Background: an optimization exercise with open tools, aiming at small area, a short achievable clock period and few clock cycles. Do not read the settings as production practice.

==> v22: inputs <==
==> flow/design.v <==
module codex32_cks (
    input  wire        clk,
    input  wire        rst,
    input  wire        cmd_valid,
    output wire        cmd_ready,
    input  wire [15:0] cmd_word,
    input  wire        cmd_empty,
    input  wire        in_valid,
    output wire        in_ready,
    input  wire [7:0]  in_data,
    input  wire        in_last,
    output wire        out_valid,
    input  wire        out_ready,
    output wire [7:0]  out_data,
    output wire        out_last,
    output wire [3:0]  out_status
);
    localparam [64:0] GS0 = 65'h19dc500ce73fde210;
    localparam [64:0] GS1 = 65'h1bfae00def77fe529;
    localparam [64:0] GS2 = 65'h1fbd920fffe7bee52;
    localparam [64:0] GS3 = 65'h1739640bdeee3fdad;
    localparam [64:0] GS4 = 65'h07729a039cfc75f5a;
    localparam [64:0] TS  = 65'h10ce0795c2fd1e62a;
    localparam [64:0] IS  = 65'h23181b3;
    localparam [64:0] IAS = 65'h11899c7f0c7127e48;    
    localparam [74:0] GL0 = 75'h3d59d273535ea62d897;
    localparam [74:0] GL1 = 75'h7a9becb6361c6c51507;
    localparam [74:0] GL2 = 75'h543f9b7e6c38d8a2a0e;
    localparam [74:0] GL3 = 75'h0c577eaeccf1990d13c;
    localparam [74:0] GL4 = 75'h1887f74f8dc71b10651;
    localparam [74:0] TL  = 75'h43381e570bf4798ab26;
    localparam [74:0] IL  = 75'h23181b3;
    localparam [74:0] IAL = 75'h6f4b3a330a74687026c;   
    localparam [1:0] OP_PMODS  = 2'd0;
    localparam [1:0] OP_PMODL  = 2'd1;
    localparam [1:0] OP_CKSUM  = 2'd2;
    localparam [1:0] OP_VERIFY = 2'd3;
    reg         cr;           
    reg         ir;           
    reg         cur;          
    reg         fin;          
    reg         crd;          
    reg         pv;           
    reg  [4:0]  psym;
    reg         pbig;         
    reg         plast;
    reg  [1:0]  op;
    reg         ill;
    reg         bad;
    reg  [6:0]  len;          
    reg  [64:0] res_s;
    reg  [74:0] res_l;
    reg         ov;           
    reg  [4:0]  od;           
    reg         olast;
    reg  [1:0]  ost;
    reg  [3:0]  nx;           
    reg         rlong;        
    reg         rcks;         
    reg         rone;         
    reg         rfault;
    reg  [1:0]  rst_;         
    reg         rvs, rvl;     
    wire dec_legal = (cmd_word == 16'h4000) || (cmd_word == 16'h4001) ||
                     (cmd_word == 16'h5000) || (cmd_word == 16'h6000);
    wire [1:0] dec_op = cmd_word[13] ? OP_VERIFY :
                        cmd_word[12] ? OP_CKSUM  :
                        cmd_word[0]  ? OP_PMODL  : OP_PMODS;
    wire cmd_fire = cmd_valid && cr;
    wire in_fire  = in_valid  && ir;
    wire out_fire = ov && out_ready;
    wire pe       = pv && cur;                
    wire        aug    = (op == OP_CKSUM);
    wire [4:0]  sym_lo = psym & {5{pe & ~aug}};
    wire [4:0]  sym_hi = psym & {5{pe &  aug}};
    wire [4:0]  fs     = (res_s[64:60] & {5{pe}}) ^ sym_hi;
    wire [4:0]  fl     = (res_l[74:70] & {5{pe}}) ^ sym_hi;
    wire [64:0] step_s = {res_s[59:0], sym_lo}
                       ^ (GS0 & {65{fs[0]}}) ^ (GS1 & {65{fs[1]}}) ^ (GS2 & {65{fs[2]}})
                       ^ (GS3 & {65{fs[3]}}) ^ (GS4 & {65{fs[4]}});
    wire [74:0] step_l = {res_l[69:0], sym_lo}
                       ^ (GL0 & {75{fl[0]}}) ^ (GL1 & {75{fl[1]}}) ^ (GL2 & {75{fl[2]}})
                       ^ (GL3 & {75{fl[3]}}) ^ (GL4 & {75{fl[4]}});
    wire fin_go    = fin && !ov;
    wire vok       = (rvs && res_s == TS) || (rvl && res_l == TL);
    wire nbad      = bad | pbig;
    wire k_long    = (op == OP_PMODL) || (aug && (len >= 7'd80));
    wire k_one     = ill || nbad || (op == OP_VERIFY);
    wire k_vs      = (len <= 7'd92);
    wire k_vl      = (len >= 7'd95);
    wire e_long    = dec_legal && (cmd_word == 16'h4001);
    wire e_one     = !dec_legal || (cmd_word == 16'h6000);
    wire        nlong  = rlong;
    wire        ncks   = rcks;
    reg  [4:0]  tgt;
    always @(*) begin
        tgt = 5'd0;
        if (nlong) begin
            case (nx)
                4'd0:  tgt = TL[74:70];
                4'd1:  tgt = TL[69:65];
                4'd2:  tgt = TL[64:60];
                4'd3:  tgt = TL[59:55];
                4'd4:  tgt = TL[54:50];
                4'd5:  tgt = TL[49:45];
                4'd6:  tgt = TL[44:40];
                4'd7:  tgt = TL[39:35];
                4'd8:  tgt = TL[34:30];
                4'd9:  tgt = TL[29:25];
                4'd10: tgt = TL[24:20];
                4'd11: tgt = TL[19:15];
                4'd12: tgt = TL[14:10];
                4'd13: tgt = TL[9:5];
                default: tgt = TL[4:0];
            endcase
        end else begin
            case (nx)
                4'd0:  tgt = TS[64:60];
                4'd1:  tgt = TS[59:55];
                4'd2:  tgt = TS[54:50];
                4'd3:  tgt = TS[49:45];
                4'd4:  tgt = TS[44:40];
                4'd5:  tgt = TS[39:35];
                4'd6:  tgt = TS[34:30];
                4'd7:  tgt = TS[29:25];
                4'd8:  tgt = TS[24:20];
                4'd9:  tgt = TS[19:15];
                4'd10: tgt = TS[14:10];
                4'd11: tgt = TS[9:5];
                default: tgt = TS[4:0];
            endcase
        end
    end
    wire [4:0] grp   = (nlong ? res_l[74:70] : res_s[64:60]) ^ (tgt & {5{ncks}});
    wire       nlast = nlong ? (nx == 4'd14) : (nx == 4'd12);
    wire       adv   = out_fire && !olast;       
    wire       r_en  = pe || fin_go || adv;
    wire       last_pe  = pe && plast;
    wire       single   = k_one;
    wire       ov_next  = fin_go || (ov && !(out_fire && olast));
    wire       early_cr = last_pe && single && !ov_next;
    wire       pv_next  = in_fire || (pv && !pe);
    wire       cur_next = (cur && !last_pe) || (cmd_fire && !cmd_empty);
    assign cmd_ready  = cr;
    assign in_ready   = ir;
    assign out_valid  = ov;
    assign out_data   = {3'b000, od};
    assign out_last   = olast;
    assign out_status = {2'b00, ost};
    always @(posedge clk) begin
        if (cmd_fire) begin
            res_s <= cmd_word[12] ? IAS : IS;
            res_l <= cmd_word[12] ? IAL : IL;
        end else if (r_en) begin
            res_s <= step_s;
            res_l <= step_l;
        end
        if (cmd_fire) begin
            op  <= dec_op;
            ill <= !dec_legal;
            bad <= 1'b0;
            len <= 7'd0;
        end else if (pe) begin
            bad <= bad | pbig;
            if (!(len[6] & len[5]))
                len <= len + 7'd1;
        end
        if (in_fire) begin
            psym  <= in_data[4:0];
            pbig  <= |in_data[7:5];
            plast <= in_last;
        end
        if (pe && plast) begin
            rlong  <= k_long;
            rcks   <= aug;
            rone   <= k_one;
            rfault <= ill || nbad;
            rst_   <= ill ? 2'd1 : (nbad ? 2'd2 : 2'd0);
            rvs    <= k_vs;
            rvl    <= k_vl;
        end else if (cmd_fire && cmd_empty) begin
            rlong  <= e_long;
            rcks   <= cmd_word[12];
            rone   <= e_one;
            rfault <= !dec_legal;
            rst_   <= dec_legal ? 2'd0 : 2'd1;
            rvs    <= 1'b1;
            rvl    <= 1'b0;
        end
        if (fin_go)
            ost   <= rst_;
        if (fin_go || adv) begin
            if (fin_go && rone) begin
                od    <= {4'd0, vok & !rfault};
                olast <= 1'b1;
            end else begin
                od    <= grp;
                olast <= nlast;
            end
        end
        if (rst) begin
            cr  <= 1'b1;
            ir  <= 1'b1;
            cur <= 1'b0;
            fin <= 1'b0;
            crd <= 1'b0;
            pv  <= 1'b0;
            ov  <= 1'b0;
            nx  <= 4'd0;
        end else begin
            pv  <= pv_next;
            cur <= cur_next;
            ir  <= !pv_next || cur_next;
            fin <= last_pe || (cmd_fire && cmd_empty) || (fin && !fin_go);
            ov  <= ov_next;
            if (early_cr)
                crd <= 1'b1;
            else if (fin_go)
                crd <= 1'b0;
            if (early_cr || (fin_go && rone && !crd) || (adv && nlast))
                cr <= 1'b1;
            else if (cmd_fire)
                cr <= 1'b0;
            if (fin_go && rone)
                nx <= 4'd0;
            else if (fin_go || adv)
                nx <= nlast ? 4'd0 : nx + 4'd1;
        end
    end
endmodule
==> flow/run.sh <==
#!/bin/bash
# synth_recipe.tcl (not shown) runs the flow's synth.tcl, then flattens the netlist and writes it again
# the make line also repeats each setting of config.mk as NAME=value (left out here)
make -C /OpenROAD-flow-scripts/flow DESIGN_CONFIG=/design/flow/config.mk WORK_HOME=/design/flow/orfs CLKGATE_MAP_FILE= SYNTH_SCRIPT=/design/flow/synth_recipe.tcl finish
==> flow/config.mk <==
export PLATFORM = sky130hd
export DESIGN_NAME = codex32_cks
export DESIGN_NICKNAME = codex32_cks
export VERILOG_FILES = /design/flow/design.v
export SDC_FILE = /design/flow/constraint.sdc
export NUM_CORES = 4
export LEC_CHECK = 0
export ABC_CLOCK_PERIOD_IN_PS = 1500
export CAP_MARGIN = 20
export CORE_MARGIN = 2
export CORE_UTILIZATION = 40
export SLEW_MARGIN = 20
==> flow/constraint.sdc <==
create_clock -name core_clock -period 4.0 [get_ports {clk}]
set_input_delay 0.8000 -clock core_clock [delete_from_list [all_inputs] [get_ports {clk}]]
set_output_delay 0.8000 -clock core_clock [all_outputs]
set_load 0.01 [all_outputs]
==> inputs of v15, as changes to v22 <==
--- a/flow/design.v
+++ b/flow/design.v
@@ -56,9 +56,5 @@
     reg  [1:0]  ost;
+    reg         olong;        
+    reg         ocks;         
     reg  [3:0]  nx;           
-    reg         rlong;        
-    reg         rcks;         
-    reg         rone;         
-    reg         rfault;
-    reg  [1:0]  rst_;         
-    reg         rvs, rvl;     
     wire dec_legal = (cmd_word == 16'h4000) || (cmd_word == 16'h4001) ||
@@ -84,12 +80,11 @@
     wire fin_go    = fin && !ov;
-    wire vok       = (rvs && res_s == TS) || (rvl && res_l == TL);
-    wire nbad      = bad | pbig;
-    wire k_long    = (op == OP_PMODL) || (aug && (len >= 7'd80));
-    wire k_one     = ill || nbad || (op == OP_VERIFY);
-    wire k_vs      = (len <= 7'd92);
-    wire k_vl      = (len >= 7'd95);
-    wire e_long    = dec_legal && (cmd_word == 16'h4001);
-    wire e_one     = !dec_legal || (cmd_word == 16'h6000);
-    wire        nlong  = rlong;
-    wire        ncks   = rcks;
+    wire cks_short = (len <= 7'd80);
+    wire ver_short = (len <= 7'd93);
+    wire ver_long  = len[6] & len[5];            
+    wire vok       = (ver_short && res_s == TS) || (ver_long && res_l == TL);
+    wire fault     = ill | bad;
+    wire f_long    = (op == OP_PMODL) || (aug && !cks_short);
+    wire f_one     = fault || (op == OP_VERIFY);
+    wire        nlong  = fin ? f_long : olong;
+    wire        ncks   = fin ? aug : ocks;
     reg  [4:0]  tgt;
@@ -138,3 +133,3 @@
     wire       last_pe  = pe && plast;
-    wire       single   = k_one;
+    wire       single   = ill || bad || pbig || (op == OP_VERIFY);
     wire       ov_next  = fin_go || (ov && !(out_fire && olast));
@@ -172,24 +167,10 @@
         end
-        if (pe && plast) begin
-            rlong  <= k_long;
-            rcks   <= aug;
-            rone   <= k_one;
-            rfault <= ill || nbad;
-            rst_   <= ill ? 2'd1 : (nbad ? 2'd2 : 2'd0);
-            rvs    <= k_vs;
-            rvl    <= k_vl;
-        end else if (cmd_fire && cmd_empty) begin
-            rlong  <= e_long;
-            rcks   <= cmd_word[12];
-            rone   <= e_one;
-            rfault <= !dec_legal;
-            rst_   <= dec_legal ? 2'd0 : 2'd1;
-            rvs    <= 1'b1;
-            rvl    <= 1'b0;
-        end
-        if (fin_go)
-            ost   <= rst_;
+        if (fin_go) begin
+            ost   <= ill ? 2'd1 : (bad ? 2'd2 : 2'd0);
+            olong <= f_long;
+            ocks  <= aug;
+        end
         if (fin_go || adv) begin
-            if (fin_go && rone) begin
-                od    <= {4'd0, vok & !rfault};
+            if (fin_go && f_one) begin
+                od    <= {4'd0, vok & !fault};
                 olast <= 1'b1;
@@ -219,3 +200,3 @@
                 crd <= 1'b0;
-            if (early_cr || (fin_go && rone && !crd) || (adv && nlast))
+            if (early_cr || (fin_go && f_one && !crd) || (adv && nlast))
                 cr <= 1'b1;
@@ -223,3 +204,3 @@
                 cr <= 1'b0;
-            if (fin_go && rone)
+            if (fin_go && f_one)
                 nx <= 4'd0;
--- a/flow/config.mk
+++ b/flow/config.mk
@@ -7,3 +7,2 @@
 export LEC_CHECK = 0
-export ABC_CLOCK_PERIOD_IN_PS = 1500
 export CAP_MARGIN = 20
@@ -11,2 +10,3 @@
 export CORE_UTILIZATION = 40
+export SETUP_SLACK_MARGIN = 2.2
 export SLEW_MARGIN = 20
==> inputs of v30, as changes to v22 <==
==> flow/design.v, changed modules only <==
module codex32_cks (
    input  wire        clk,
    input  wire        rst,
    input  wire        cmd_valid,
    output wire        cmd_ready,
    input  wire [15:0] cmd_word,
    input  wire        cmd_empty,
    input  wire        in_valid,
    output wire        in_ready,
    input  wire [7:0]  in_data,
    input  wire        in_last,
    output wire        out_valid,
    input  wire        out_ready,
    output wire [7:0]  out_data,
    output wire        out_last,
    output wire [3:0]  out_status
);
    localparam [64:0] GS0 = 65'h19dc500ce73fde210;
    localparam [64:0] GS1 = 65'h1bfae00def77fe529;
    localparam [64:0] GS2 = 65'h1fbd920fffe7bee52;
    localparam [64:0] GS3 = 65'h1739640bdeee3fdad;
    localparam [64:0] GS4 = 65'h07729a039cfc75f5a;
    localparam [64:0] TS  = 65'h10ce0795c2fd1e62a;
    localparam [64:0] IS  = 65'h23181b3;
    localparam [64:0] IAS = 65'h11899c7f0c7127e48;    
    localparam [74:0] GL0 = 75'h3d59d273535ea62d897;
    localparam [74:0] GL1 = 75'h7a9becb6361c6c51507;
    localparam [74:0] GL2 = 75'h543f9b7e6c38d8a2a0e;
    localparam [74:0] GL3 = 75'h0c577eaeccf1990d13c;
    localparam [74:0] GL4 = 75'h1887f74f8dc71b10651;
    localparam [74:0] TL  = 75'h43381e570bf4798ab26;
    localparam [74:0] IL  = 75'h23181b3;
    localparam [74:0] IAL = 75'h6f4b3a330a74687026c;   
    localparam [1:0] OP_PMODS  = 2'd0;
    localparam [1:0] OP_PMODL  = 2'd1;
    localparam [1:0] OP_CKSUM  = 2'd2;
    localparam [1:0] OP_VERIFY = 2'd3;
    reg         cr;           
    reg         ir;           
    reg         cur;          
    reg         fin;          
    reg         crd;          
    reg         efin;         
    reg         pv;           
    reg  [4:0]  psym;
    reg         pbig;         
    reg         plast;
    reg  [4:0]  sh;           
    reg  [1:0]  op;
    reg         aug;          
    reg         ill;
    reg         bad;
    reg  [6:0]  len;          
    reg  [64:0] res_s;
    reg  [74:0] res_l;
    reg         ov;           
    reg  [4:0]  od;           
    reg         olast;
    reg  [1:0]  ost;
    reg  [3:0]  nx;           
    reg         rlong;        
    reg         rone;         
    wire dec_legal = (cmd_word == 16'h4000) || (cmd_word == 16'h4001) ||
                     (cmd_word == 16'h5000) || (cmd_word == 16'h6000);
    wire [1:0] dec_op = cmd_word[13] ? OP_VERIFY :
                        cmd_word[12] ? OP_CKSUM  :
                        cmd_word[0]  ? OP_PMODL  : OP_PMODS;
    wire cmd_fire = cmd_valid && cr;
    wire in_fire  = in_valid  && ir;
    wire out_fire = ov && out_ready;
    wire pe       = pv && cur;                
    wire [4:0]  slo    = psym & {5{pe & ~aug}};
    wire [4:0]  fs     = res_s[64:60] ^ sh;
    wire [4:0]  fl     = res_l[74:70] ^ sh;
    wire [64:0] step_s = {res_s[59:0], slo}
                       ^ (GS0 & {65{fs[0]}}) ^ (GS1 & {65{fs[1]}}) ^ (GS2 & {65{fs[2]}})
                       ^ (GS3 & {65{fs[3]}}) ^ (GS4 & {65{fs[4]}});
    wire [74:0] step_l = {res_l[69:0], slo}
                       ^ (GL0 & {75{fl[0]}}) ^ (GL1 & {75{fl[1]}}) ^ (GL2 & {75{fl[2]}})
                       ^ (GL3 & {75{fl[3]}}) ^ (GL4 & {75{fl[4]}});
    wire fin_go    = fin && !ov;
    wire fault     = ill | bad;
    wire vok       = !fault && (((len <= 7'd93) && res_s == TS) ||
                                (len[6] && len[5] && res_l == TL));
    wire nbad      = bad | pbig;
    wire k_long    = (op == OP_PMODL) || (aug && (len >= 7'd80));
    wire k_one     = ill || nbad || (op == OP_VERIFY);
    wire e_long    = !ill && (op == OP_PMODL);
    wire e_one     = ill || (op == OP_VERIFY);
    reg  [4:0]  tgt;
    always @(*) begin
        tgt = 5'd0;
        if (rlong) begin
            case (nx)
                4'd0:  tgt = TL[74:70];
                4'd1:  tgt = TL[69:65];
                4'd2:  tgt = TL[64:60];
                4'd3:  tgt = TL[59:55];
                4'd4:  tgt = TL[54:50];
                4'd5:  tgt = TL[49:45];
                4'd6:  tgt = TL[44:40];
                4'd7:  tgt = TL[39:35];
                4'd8:  tgt = TL[34:30];
                4'd9:  tgt = TL[29:25];
                4'd10: tgt = TL[24:20];
                4'd11: tgt = TL[19:15];
                4'd12: tgt = TL[14:10];
                4'd13: tgt = TL[9:5];
                default: tgt = TL[4:0];
            endcase
        end else begin
            case (nx)
                4'd0:  tgt = TS[64:60];
                4'd1:  tgt = TS[59:55];
                4'd2:  tgt = TS[54:50];
                4'd3:  tgt = TS[49:45];
                4'd4:  tgt = TS[44:40];
                4'd5:  tgt = TS[39:35];
                4'd6:  tgt = TS[34:30];
                4'd7:  tgt = TS[29:25];
                4'd8:  tgt = TS[24:20];
                4'd9:  tgt = TS[19:15];
                4'd10: tgt = TS[14:10];
                4'd11: tgt = TS[9:5];
                default: tgt = TS[4:0];
            endcase
        end
    end
    wire [4:0] src_s = fin ? res_s[64:60] : res_s[59:55];
    wire [4:0] src_l = fin ? res_l[74:70] : res_l[69:65];
    wire [4:0] grp   = (rlong ? src_l : src_s) ^ (tgt & {5{aug}});
    wire       nlast = rlong ? (nx == 4'd14) : (nx == 4'd12);
    wire       adv   = out_fire && !olast;       
    wire       r_en  = pe || adv;
    wire       last_pe  = pe && plast;
    wire       ov_next  = fin_go || (ov && !(out_fire && olast));
    wire       early_cr = last_pe && k_one && !ov_next;
    wire       pv_next  = in_fire || (pv && !pe);
    wire       cur_next = (cur && !last_pe) || (cmd_fire && !cmd_empty);
    wire       om       = (fin && !rone) || (ov && !olast);
    wire       ld       = fin_go || adv;         
    wire       clr      = nlast || (fin && rone);
    wire [4:0] od_new   = (fin && rone) ? {4'd0, vok} : grp;
    wire [4:0] psym_nx  = in_fire ? in_data[4:0] : psym;
    wire       aug_nx   = cmd_fire ? cmd_word[12] : aug;
    wire [4:0] top_r    = rlong ? res_l[74:70] : res_s[64:60];
    wire [4:0] sec_r    = rlong ? res_l[69:65] : res_s[59:55];
    assign cmd_ready  = cr;
    assign in_ready   = ir;
    assign out_valid  = ov;
    assign out_data   = {3'b000, od};
    assign out_last   = olast;
    assign out_status = {2'b00, ost};
    always @(posedge clk) begin
        if (cmd_fire) begin
            res_s <= cmd_word[12] ? IAS : IS;
            res_l <= cmd_word[12] ? IAL : IL;
        end else if (r_en) begin
            res_s <= step_s;
            res_l <= step_l;
        end
        if (!om)
            sh <= psym_nx & {5{aug_nx}};
        else if (adv)
            sh <= sec_r;
        else
            sh <= top_r;
        if (cmd_fire) begin
            op  <= dec_op;
            aug <= cmd_word[12];
            ill <= !dec_legal;
            bad <= 1'b0;
            len <= 7'd0;
        end else if (pe) begin
            bad <= nbad;
            if (!(len[6] & len[5]))
                len <= len + 7'd1;
        end
        if (in_fire) begin
            psym  <= in_data[4:0];
            pbig  <= |in_data[7:5];
            plast <= in_last;
        end
        if (last_pe) begin
            rlong <= k_long;
            rone  <= k_one;
        end else if (efin) begin
            rlong <= e_long;
            rone  <= e_one;
        end
        if (fin_go)
            ost <= ill ? 2'd1 : (bad ? 2'd2 : 2'd0);
        if (ld) begin
            od    <= od_new;
            olast <= clr;
        end
        if (rst) begin
            cr  <= 1'b1;
            ir  <= 1'b1;
            cur <= 1'b0;
            fin <= 1'b0;
            crd <= 1'b0;
            efin <= 1'b0;
            pv  <= 1'b0;
            ov  <= 1'b0;
            nx  <= 4'd0;
        end else begin
            pv  <= pv_next;
            cur <= cur_next;
            ir  <= !pv_next || cur_next;
            efin <= cmd_fire && cmd_empty;
            fin <= last_pe || efin || (fin && !fin_go);
            ov  <= ov_next;
            if (early_cr)
                crd <= 1'b1;
            else if (fin_go)
                crd <= 1'b0;
            if (early_cr || (fin_go && rone && !crd) || (adv && nlast))
                cr <= 1'b1;
            else if (cmd_fire)
                cr <= 1'b0;
            if (ld)
                nx <= clr ? 4'd0 : nx + 4'd1;
        end
    end
endmodule
--- a/flow/config.mk
+++ b/flow/config.mk
@@ -7,3 +7,2 @@
 export LEC_CHECK = 0
-export ABC_CLOCK_PERIOD_IN_PS = 1500
 export CAP_MARGIN = 20
@@ -11,2 +10,3 @@
 export CORE_UTILIZATION = 40
+export SETUP_SLACK_MARGIN = 2.0
 export SLEW_MARGIN = 20
==> impl_metrics.csv <==
group,metric,value,unit
run_status,outcome,"timing/DRC/antenna clean",
sta,period_share,0.729,
logic_synthesis,synth_compound_area_frac,0.0847,
floorplan,die_w,166,um
logic_synthesis,syn-cell-area,10500,um2
global_route,track_usage,0.235,
clock_tree,clock_latency,0.45,ns
critical_path,r2r_start,"len[0]$_SDFFE_PP0P_",
logic_synthesis,syn_avg_cell_area,11.7,um2
sta,max_slew.worst_pin.slew,0.646,ns
placement,place_worst_setup_slack,0.193,ns
clock_tree,post_cts_buffers,122,
worst_hold_path,min_to,"crd$_SDFFE_PP0P_",
sta,setup_slack,1.08,ns
floorplan,row_count,59,
(the above is from v15)
==> impl_metrics.csv <==
group,metric,value,unit
run_status,outcome,"timing/DRC/antenna clean",
worst_hold_path,min_to,"crd$_SDFFE_PP0P_",
clock_tree,post_cts_buffers,95,
floorplan,die_w,164,um
global_route,track_usage,0.227,
clock_tree,clock_latency,0.45,ns
placement,place_worst_setup_slack,0.819,ns
(the above is from v30)
==> impl_metrics.csv <==
group,metric,value,unit
critical_path,r2r_start,"op[0]$_SDFFCE_PP1P_",
floorplan,row_count,59,
sta,max_slew.worst_pin.slew,0.947,ns
clock_tree,clock_latency,0.44,ns
logic_synthesis,synth_compound_area_frac,0.0728,
logic_synthesis,syn_avg_cell_area,11.7,um2
global_route,track_usage,0.187,
sta,setup_slack,0.836,ns
worst_hold_path,min_to,"ost[1]$_DFFE_PP_",
sta,period_share,0.791,
run_status,outcome,"timing/DRC/antenna clean",
(the above is from v22)
No functional check of the RTL was part of any run of this note.

## static timing again, ports no longer ideal
Ports are ideal in the flow. The routed layouts listed here were re-timed in OpenROAD.
Step 1 sets driving cells, clkbuf_16 on the clock port and buf_2 on the other inputs (assumed; they add their load-dependent delay and slew).
Step 2 moves the port delays by t, midway between the first and last clock arrival at a register: inputs arrive t later, outputs are due t later. That takes back most of the time a late clock gives input paths.
a / b / c = no drivers / after step 1 / after step 2; a / b = the first two.
run | t (ns) | setup WS [ns] | worst hold slack (ns) | worst data-port slew with drivers (ns) | cell pins on the clock port's net
v22 | 0.484 | 0.836 / 0.836 / 0.617 | 0.432 / 0.432 / 0.432 | 0.04 | 1
v15 | 0.488 | 1.082 / 1.082 / 0.796 | 0.496 / 0.496 / 0.496 | 0.04 | 1
v30 | 0.487 | 1.777 / 1.777 / 1.434 | 0.462 / 0.462 / 0.462 | 0.04 | 1
After both steps every run listed still meets setup and hold. For v30, which loses most, drivers alone change the setup slack by 0.000 ns; drivers and shift together by -0.343 ns.
